This design comes from an exercise in tuning for small area, a short achievable clock period and few clock cycles per item on the open sky130 flow, not from production work.
Function not checked in this run: the RTL went through the layout flow alone.
Power figures rest on the tool's default switching activity, not on a simulated workload.

## flow/run.sh

```bash
#!/bin/bash
# synth_recipe.tcl (not shown) runs the flow's synth.tcl, then flattens the netlist and writes it again
# the make line also repeats each setting of config.mk as NAME=value (left out here)
make -C /OpenROAD-flow-scripts/flow DESIGN_CONFIG=/design/flow/config.mk WORK_HOME=/design/flow/orfs CLKGATE_MAP_FILE= SYNTH_SCRIPT=/design/flow/synth_recipe.tcl finish
```

## flow/config.mk

```make
export PLATFORM = sky130hd
export DESIGN_NAME = adr_core
export DESIGN_NICKNAME = adr_core
export VERILOG_FILES = /design/flow/design.v
export SDC_FILE = /design/flow/constraint.sdc
export NUM_CORES = 4
export LEC_CHECK = 0
export CAP_MARGIN = 20
export CORE_MARGIN = 2
export CORE_UTILIZATION = 40
export PLACE_DENSITY = 0.6
export SLEW_MARGIN = 20
```

## flow/constraint.sdc

```tcl
create_clock -name core_clock -period 32.0 [get_ports {clk}]
set_input_delay 6.4000 -clock core_clock [delete_from_list [all_inputs] [get_ports {clk}]]
set_output_delay 6.4000 -clock core_clock [all_outputs]
set_load 0.01 [all_outputs]
```

## flow/design.v

```verilog
module adr_core (
    input  wire         clk,
    input  wire         rst,             
    input  wire         cmd_valid,
    output wire         cmd_ready,
    input  wire [19:0]  cmd_word,
    input  wire [15:0]  cmd_len,         
    output reg          rsp_valid,
    output reg  [2:0]   rsp_err,
    output reg  [15:0]  rsp_data,
    output reg          rsp_built,       
    output reg          rsp_slot,        
    output reg          rsp_stamp,       
    output reg          rsp_emit,        
    output reg          rsp_emit_slot,   
    output wire [255:0] rsp_region       
);
    localparam [15:0] F_BYTES = 16'd576;
    localparam [1:0] PH_CONFIG = 2'd0;
    localparam [1:0] PH_RUN    = 2'd1;
    localparam [1:0] PH_DONE   = 2'd2;
    localparam [1:0] PH_ERROR  = 2'd3;
    localparam [2:0] E_NONE    = 3'd0;
    localparam [2:0] E_ILLEGAL = 3'd1;
    localparam [2:0] E_SEQ     = 3'd2;
    localparam [2:0] E_CFG     = 3'd3;
    localparam [2:0] E_LEN     = 3'd4;
    localparam [2:0] E_ADDR    = 3'd5;
    localparam [3:0] OP_WRSID   = 4'h1;
    localparam [3:0] OP_WRCTL   = 4'h2;
    localparam [3:0] OP_START   = 4'h3;
    localparam [3:0] OP_PRODUCE = 4'h4;
    localparam [3:0] OP_EOS     = 4'h5;
    localparam [3:0] OP_RDREG   = 4'h6;
    localparam [3:0] OP_ENC4    = 4'h7;
    localparam [3:0] OP_ENC8    = 4'h8;
    localparam [1:0] ST_IDLE = 2'd0;
    localparam [1:0] ST_NEXT = 2'd1;    
    localparam [1:0] ST_EXP  = 2'd2;    
    function [6:0] bct;
        input [3:0] v;
        begin
            case (v)
                4'h0: bct = 7'h00;  4'h1: bct = 7'h07;
                4'h2: bct = 7'h19;  4'h3: bct = 7'h1E;
                4'h4: bct = 7'h2A;  4'h5: bct = 7'h2D;
                4'h6: bct = 7'h33;  4'h7: bct = 7'h34;
                4'h8: bct = 7'h4B;  4'h9: bct = 7'h4C;
                4'hA: bct = 7'h52;  4'hB: bct = 7'h55;
                4'hC: bct = 7'h61;  4'hD: bct = 7'h66;
                4'hE: bct = 7'h78;  default: bct = 7'h7F;
            endcase
        end
    endfunction
    function [7:0] hexdig;
        input [3:0] x;
        begin
            hexdig = (x <= 4'd9) ? (8'h30 + {4'h0, x}) : (8'h41 + {4'h0, x} - 8'd10);
        end
    endfunction
    reg [1:0]  phase;
    reg [2:0]  errcode;
    reg [7:0]  sid [0:31];
    reg        ie;
    reg [1:0]  layout;
    reg [7:0]  msg [0:39];
    reg [5:0]  mlen;
    reg [5:0]  cur;
    reg [1:0]  rot;
    reg        fcpar;
    reg        fcnz;
    reg [7:0]  anc [15:17];
    reg [6:0]  cw  [30:35];
    reg [1:0]  state;
    reg [1:0]  step;         
    reg        eos_cmd;      
    integer k;
    wire [3:0] op = cmd_word[19:16];
    wire [7:0] fa = cmd_word[15:8];
    wire [7:0] fd = cmd_word[7:0];
    reg legal;
    always @(*) begin
        case (op)
            OP_WRSID:   legal = (fa[7:5] == 3'd0);
            OP_WRCTL:   legal = (fa == 8'd0) && (fd[7:3] == 5'd0);
            OP_START,
            OP_PRODUCE,
            OP_EOS:     legal = (fa == 8'd0) && (fd == 8'd0);
            OP_RDREG:   legal = (fd == 8'd0);
            OP_ENC4:    legal = (fa == 8'd0) && (fd[7:4] == 4'd0);
            OP_ENC8:    legal = (fa == 8'd0);
            default:    legal = 1'b0;
        endcase
    end
    reg sid_has_hash;
    always @(*) begin
        sid_has_hash = 1'b0;
        for (k = 0; k < 32; k = k + 1)
            if (sid[k] == 8'h23) sid_has_hash = 1'b1;
    end
    wire [7:0] modech = (layout == 2'd0) ? 8'h4D :
                        (layout == 2'd1) ? 8'h41 : 8'h53;
    reg [7:0] rd_val;
    reg       rd_ok;
    always @(*) begin
        rd_val = 8'h00;
        rd_ok  = 1'b1;
        if (fa < 8'h20)
            rd_val = sid[fa[4:0]];
        else if (fa == 8'h20)
            rd_val = {5'd0, layout, ie};
        else if (fa == 8'h21)
            rd_val = {1'b0, fcnz, fcpar, errcode, phase};
        else if (fa == 8'h22)
            rd_val = {6'd0, rot};
        else if (fa == 8'h23)
            rd_val = {2'd0, cur};
        else if (fa == 8'h24)
            rd_val = {2'd0, mlen};
        else if (fa == 8'h25)
            rd_val = modech;
        else if (fa >= 8'h40 && fa < 8'h68)
            rd_val = msg[fa - 8'h40];
        else if (fa >= 8'h80 && fa < 8'h92)
            rd_val = (fa >= 8'h8F) ? anc[fa - 8'h80] : 8'h00;
        else if (fa >= 8'hA0 && fa < 8'hC4)
            rd_val = (fa >= 8'hBE) ? {1'b0, cw[fa - 8'hA0]} : 8'h00;
        else
            rd_ok = 1'b0;
    end
    reg [7:0]  body [0:39];
    reg [5:0]  blen;           
    reg [11:0] cksum;
    reg [7:0]  newmsg [0:39];
    always @(*) begin
        for (k = 0; k < 40; k = k + 1) body[k] = 8'h00;
        body[0] = 8'h02;
        case (rot)
            2'd0: begin
                body[1] = 8'h11; body[2] = 8'h04;
                blen = 6'd3;
            end
            2'd1: begin
                body[1] = 8'h14; body[2] = 8'h45; body[3] = 8'h31;
                body[4] = 8'h43; body[5] = 8'h32; body[6] = 8'h30;
                body[7] = 8'h41; body[8] = modech; body[9] = 8'h32;
                blen = 6'd10;
            end
            default: begin
                body[1] = 8'h16;
                for (k = 0; k < 32; k = k + 1) body[2 + k] = sid[k];
                body[34] = 8'h23;
                blen = 6'd35;
            end
        endcase
        cksum = 12'd0;
        for (k = 1; k < 40; k = k + 1)
            if (k < blen) cksum = cksum + {5'd0, body[k][6:0]};
        for (k = 0; k < 40; k = k + 1) begin
            if (k < blen)
                newmsg[k] = body[k];
            else if (k == blen)
                newmsg[k] = hexdig(cksum[3:0]);
            else if (k == blen + 1)
                newmsg[k] = hexdig(cksum[7:4]);
            else if (k == blen + 2)
                newmsg[k] = 8'h03;
            else
                newmsg[k] = 8'h00;
        end
    end
    wire       need_gen  = (cur == mlen);
    wire [7:0] next_byte = need_gen ? newmsg[0] : msg[cur];
    reg [255:0] region;
    reg [6:0]   cwv;
    integer     i, r;
    always @(*) begin
        region = 256'd0;
        for (i = 0; i < 252; i = i + 1) begin
            cwv = ((i % 36) >= 30) ? cw[30 + (i % 36) - 30] : 7'd0;
            r = i / 8;
            region[8 * r + 7 - (i % 8)] = cwv[i / 36];
        end
    end
    assign rsp_region = region;
    assign cmd_ready = (state == ST_IDLE);
    wire   take      = cmd_valid && cmd_ready;
    task raise_err;
        input [2:0] e;
        begin
            rsp_err  <= e;
            rsp_data <= 16'h0000;
            if (phase != PH_ERROR) begin
                errcode <= e;
                phase   <= PH_ERROR;
            end
        end
    endtask
    always @(posedge clk) begin
        if (rst) begin
            phase     <= PH_CONFIG;
            errcode   <= E_NONE;
            for (k = 0; k < 32; k = k + 1) sid[k] <= 8'h00;
            ie        <= 1'b0;
            layout    <= 2'd0;
            for (k = 0; k < 40; k = k + 1) msg[k] <= 8'h00;
            mlen      <= 6'd0;
            cur       <= 6'd0;
            rot       <= 2'd0;
            fcpar     <= 1'b0;
            fcnz      <= 1'b0;
            for (k = 15; k < 18; k = k + 1) anc[k] <= 8'h00;
            for (k = 30; k < 36; k = k + 1) cw[k]  <= 7'h00;
            state     <= ST_IDLE;
            step      <= 2'd0;
            eos_cmd   <= 1'b0;
            rsp_valid <= 1'b0;
            rsp_err   <= E_NONE;
            rsp_data  <= 16'h0000;
            rsp_built <= 1'b0;
            rsp_slot  <= 1'b0;
            rsp_stamp <= 1'b0;
            rsp_emit  <= 1'b0;
            rsp_emit_slot <= 1'b0;
        end else begin
            rsp_valid <= 1'b0;
            case (state)
                ST_IDLE: begin
                    if (take) begin
                        rsp_err   <= E_NONE;
                        rsp_data  <= 16'h0000;
                        rsp_built <= 1'b0;
                        rsp_stamp <= 1'b0;
                        rsp_emit  <= 1'b0;
                        rsp_valid <= 1'b1;
                        if (!legal) begin
                            raise_err(E_ILLEGAL);
                        end else begin
                            case (op)
                                OP_WRSID: begin
                                    if (phase != PH_CONFIG) raise_err(E_SEQ);
                                    else sid[fa[4:0]] <= fd;
                                end
                                OP_WRCTL: begin
                                    if (phase != PH_CONFIG) raise_err(E_SEQ);
                                    else begin
                                        ie     <= fd[0];
                                        layout <= fd[2:1];
                                    end
                                end
                                OP_START: begin
                                    if (phase != PH_CONFIG) raise_err(E_SEQ);
                                    else if (sid_has_hash) raise_err(E_CFG);
                                    else phase <= PH_RUN;
                                end
                                OP_PRODUCE, OP_EOS: begin
                                    if (phase != PH_RUN)
                                        raise_err(E_SEQ);
                                    else if (cmd_len != 16'd0 && cmd_len != F_BYTES)
                                        raise_err(E_LEN);
                                    else if (cmd_len == F_BYTES) begin
                                        rsp_valid <= 1'b0;
                                        eos_cmd   <= (op == OP_EOS);
                                        step      <= 2'd0;
                                        state     <= ST_NEXT;
                                    end else if (op == OP_EOS) begin
                                        phase <= PH_DONE;
                                    end
                                end
                                OP_RDREG: begin
                                    if (!rd_ok) raise_err(E_ADDR);
                                    else rsp_data <= {8'h00, rd_val};
                                end
                                OP_ENC4: begin
                                    rsp_data <= {9'd0, bct(fd[3:0])};
                                end
                                default: begin  
                                    rsp_data <= {1'b0, bct(fd[7:4]), 1'b0, bct(fd[3:0])};
                                end
                            endcase
                        end
                    end
                end
                ST_NEXT: begin
                    if (need_gen) begin
                        for (k = 0; k < 40; k = k + 1) msg[k] <= newmsg[k];
                        mlen <= blen + 6'd3;
                        cur  <= 6'd1;
                        rot  <= (rot == 2'd2) ? 2'd0 : rot + 2'd1;
                    end else begin
                        cur  <= cur + 6'd1;
                    end
                    case (step)
                        2'd0: anc[15] <= {1'b0, next_byte[6:0]};
                        2'd1: anc[16] <= {1'b0, next_byte[6:0]};
                        default: anc[17] <= {ie, next_byte[6:0]};
                    endcase
                    if (step == 2'd2) state <= ST_EXP;
                    step <= step + 2'd1;
                end
                default: begin  
                    for (k = 15; k < 18; k = k + 1) begin
                        cw[2 * k]     <= bct(anc[k][3:0]);
                        cw[2 * k + 1] <= bct(anc[k][7:4]);
                    end
                    rsp_valid     <= 1'b1;
                    rsp_built     <= 1'b1;
                    rsp_slot      <= fcpar;
                    rsp_stamp     <= ie;
                    rsp_emit      <= !ie || fcnz;
                    rsp_emit_slot <= ie ? !fcpar : fcpar;
                    fcpar         <= !fcpar;
                    fcnz          <= 1'b1;
                    if (eos_cmd) phase <= PH_DONE;
                    state         <= ST_IDLE;
                end
            endcase
        end
    end
endmodule
```

==> summary.md <==
| Metric | Value |
|---|---|
| Port Buf Inserts | 103 |
| Post-synth EDFFs | around 260 |
| P&R area growth vs syn | 10.8% |
| #FFs+latches synth | 652 |
| DR vias/cell | 6.40 |
| Distinct cells, synth | 80 |
| Final Hold Fails | 0 |
| Synth top cells by count | dfxtp_1 (396), nor2_1 (372), nand2_1 (308), and2_1 (278), a21oi_1 (270) |
| Gpl congestion | roughly 1.1 |
| # setup viols final | 0 |
| Reg clk slew, reported paths | roughly 60 ps |
| Site Rows | 122 |
| Synth Flop Type | dfxtp_1 |
| Top Layer Used | met5 |
| Hold slack final | 462 ps |
| Initial antenna violation count | 19 |
| DRT Wirelength | roughly 230000 um |
| Die area | 114000 um2 |
| Crit start category | flop |
| Period utilization | 94.0% |
| Minimum clock period | 30070 ps |
| Dpl cell area | between 40000 and 50000 um2 |
| Async SR Flop Fraction | 0% |
| Max VDD drop | approximately 0.048 mV |
| Slew Viols, Final | 0 |
| Cell type with the largest total area after synthesis | dfxtp_1 |
| Metal-1 WL | 91700 um |
| Crit-path leading delay family | adder cells |
| Leakage | 19.5 nW |
| Post-synthesis cell count | 4812 |
| Clock share of power | 47.8% |
| Met2 routed WL | 97500 um |
| PD cells | 39.4 nW/um2 |
| Critical path peak fanout | 15 |
| Psw | 0.499 mW |
| CTS tree | built |
| YS warnings | 336 |
| Fin nets | between 5000 and 6000 |
| Final Cell Area | 49300 um2 |
| Hold WC Path Type | flop to flop |
| Final HPWL DP | 178000 um |
| CTS Buffer Depth | 3 |
| Num ports | roughly 320 |
| Worst Tran Pin Value | 1200 ps |
| Met3 routed WL | 25900 um |
| Largest net degree at the start of global routing | 97 |
| Critical path's largest stage delay | 570 ps |
| Fmax | 0.0333 GHz |
| Critical Path Most Common Cell | fa_1 |
| Outcome | timing/DRC/antenna clean |
| Vias in the first global route | 37785 |
| DR iter-0 viols | between 5000 and 6000 |
| Share of the synthesized area in the top cell type | 17.8% |
| CP Buf/Inv Count | 29 |
| Worst EP arrival | between 30000 and 40000 ps |
| Core area | 111000 um2 |
| Global-route wire length before repair | 317000 um |
| Max-Cap Viols | 0 |
| Critical-path top delay cell | xor3_1 |
| DRT antenna net count | 0 |
| Sw frac | 25.7% |
| WP data required | 32500 ps |
| Setup Skew | 20.0 ps |
| Vias | 40871 |
| Layout cells sized above 1 | 9.81% |
| Setup crit end kind | flop |
| Initial cell density of the core | 40.2% |
| Num CTS Buffers | 78 |
| Post-Syn Area per Cell | 9.24 um2 |
| Syn Std Cell Area | 44500 um2 |
| Internal | 1.44 mW |
| WL/cell | roughly 37 um |
| Comb pwr share | 6.1% |
| DRC | 0 |
| CTS HTree Levels | 3 |
| DRT Pass-1 Iters | 6 |
| Grt ovf | 0 |
| Sequential area share after synthesis | 35.1% |
| Final core occ | 44.6% |
| GRT Overall Usage | 40.5% |
| Reg power frac | between 40% and 50% |
| Most common cell in the synthesized netlist | dfxtp_1 |
| DIE WIDTH | approximately 340 um |
| Die H | 337 um |
| Postcts setup bufs | 0 |
| RSZ-0062 raised after global routing | no |
| TritonCTS Sinks | 652 |
| Critical path type | flop to flop |
| Slew margin rel. | 19.4% |
| Worst-Skew Late Latency | 670 ps |
| Final TNS setup | 0 ps |
| Largest cells by area after synthesis | dfxtp_1 (18%), edfxtp_1 (17%), ha_1 (7.5%) |
| CTS Root Cell | clkbuf_16 |
[metrics by stage]
step,power (mW),instances,setup WS (ps)
floorplan,0.984,5028,5410
global placement,1.03,6238,1110
CTS,1.95,6382,618
detailed placement,1.03,6238,862
finish,1.94,6387,1930
global route,1.98,6382,35.7
[power by group through the flow]
stage	logic, mW	registers (mW)	clock network (mW)
final	0.119	0.896	0.929
after global routing	0.122	0.894	0.968
after CTS	0.114	0.893	0.937
after detailed placement	0.114	0.911	0
after global placement	0.114	0.912	0
after floorplan	0.0873	0.897	0
[path summary, 6_finish.rpt]
| kind | startpoint | end | slack (ps) | cells after the start |
|---|---|---|---|---|
| worst max-delay path | mlen[3]$_SDFFE_PP0P_ | msg[11][1]$_SDFFE_PP0P_ | 1930 | 110 |
| worst min-delay path | eos_cmd$_SDFFE_PP0P_ | eos_cmd$_SDFFE_PP0P_ | 460 | 2 |
| worst max register to register | mlen[3]$_SDFFE_PP0P_ | msg[11][1]$_SDFFE_PP0P_ | 1930 | 110 |
| worst min register to register | eos_cmd$_SDFFE_PP0P_ | eos_cmd$_SDFFE_PP0P_ | 460 | 2 |
[cells by family (layout without fill, tap and decap cells)]
kind of cell	after synthesis	in the layout	share of synthesized area, %
other	1	222	0.00843
buffers and inverters	650	516	7.35
flip-flops	652	652	35.1
adder cells (fa/ha/maj)	299	299	8.95
XOR/XNOR	240	240	4.82
AO/OA/AOI/OAI	1275	1275	20.2
multiplexers	157	157	5.96
AND/OR/NAND/NOR	1538	1538	17.6
[flip-flops by register name, indices dropped and copies added, names as in the netlist]
register	count
ie	1
rsp_err	3
fcnz	1
state	2
rsp_data	15
layout	2
rsp_emit_slot	1
anc	22
fcpar	1
rsp_stamp	1
cw	40
sid	256
rsp_valid	1
cur	6
eos_cmd	1
rsp_slot	1
mlen	4
step	2
rsp_emit	1
errcode	3
msg	285
phase	2
rsp_built	1
[tightest hold or removal path, cell delays in order, from the launching register on]
cell	delay, ps
dfxtp_1	310
nand2_1	50
a21oi_1	50
[placed cells by master (no fill, tap or decap), types with 114 or more instances in the layout]
cell type	Yosys	final
xnor2_1	123	123
dfxtp_1	396	394
nor2_1	372	344
o21ai_0	158	152
nor3_1	197	194
a21oi_1	270	268
buf_4	218	142
nand2_1	308	304
conb_1	1	217
ha_1	267	265
a22oi_1	162	161
xor2_1	114	114
inv_1	125	125
a22o_1	241	241
and2_1	278	279
edfxtp_1	256	256
a21o_1	178	178
[layout make-up]
class,instances,area [um2]
Antenna cell,5,12.5
Clock buffer,108,2230
Clock inverter,36,394
Fill cell,10834,61200
Inverter,128,480
Multi-Input combinational cell,3726,26600
Sequential cell,652,15600
Tap cell,1488,1860
Timing Repair Buffer,244,2080
[repair_timing]
| action | in CTS | in global routing |
|---|---|---|
| hold buffers | 0 | 0 |
| setup endpoints to repair | 0 | 42 |
| endpoints found under the hold margin | 0 | 0 |
| gates resized for setup | 0 | 14 |
[layer usage]
| layer | vias to the layer above | track usage (%) |
|---|---|---|
| met5 | - | 0 |
| met4 | 12 | 28.1 |
| met3 | 659 | 11.8 |
| met2 | 2657 | 58.8 |
| met1 | 20237 | 51.6 |
| li1 | 17306 | - |

[port drivers added, routing unchanged]
Ports are ideal in the flow. The routed layout listed here was re-timed in OpenROAD. Step 1 (the two cells are an assumption about what drives the block):
set clk [get_ports {clk}]
set_driving_cell -lib_cell sky130_fd_sc_hd__clkbuf_16 $clk
set_driving_cell -lib_cell sky130_fd_sc_hd__buf_2 [delete_from_list [all_inputs] $clk]
Step 2 also shifts input and output timing later by t, the mid clock arrival at the registers, as if the neighbouring blocks saw the same clock. Slacks: ideal ports / drivers / drivers and shift; pairs: ideal ports / drivers.
t (ns): 0.750
slack for setup (ns): 1.928 / 1.928 / 1.928
worst slew at a driven data input, ns: 0.05
After both steps this run still meets setup and hold. The setup slack of this run moves by 0.000 ns with the drivers and by 0.000 ns with both steps.
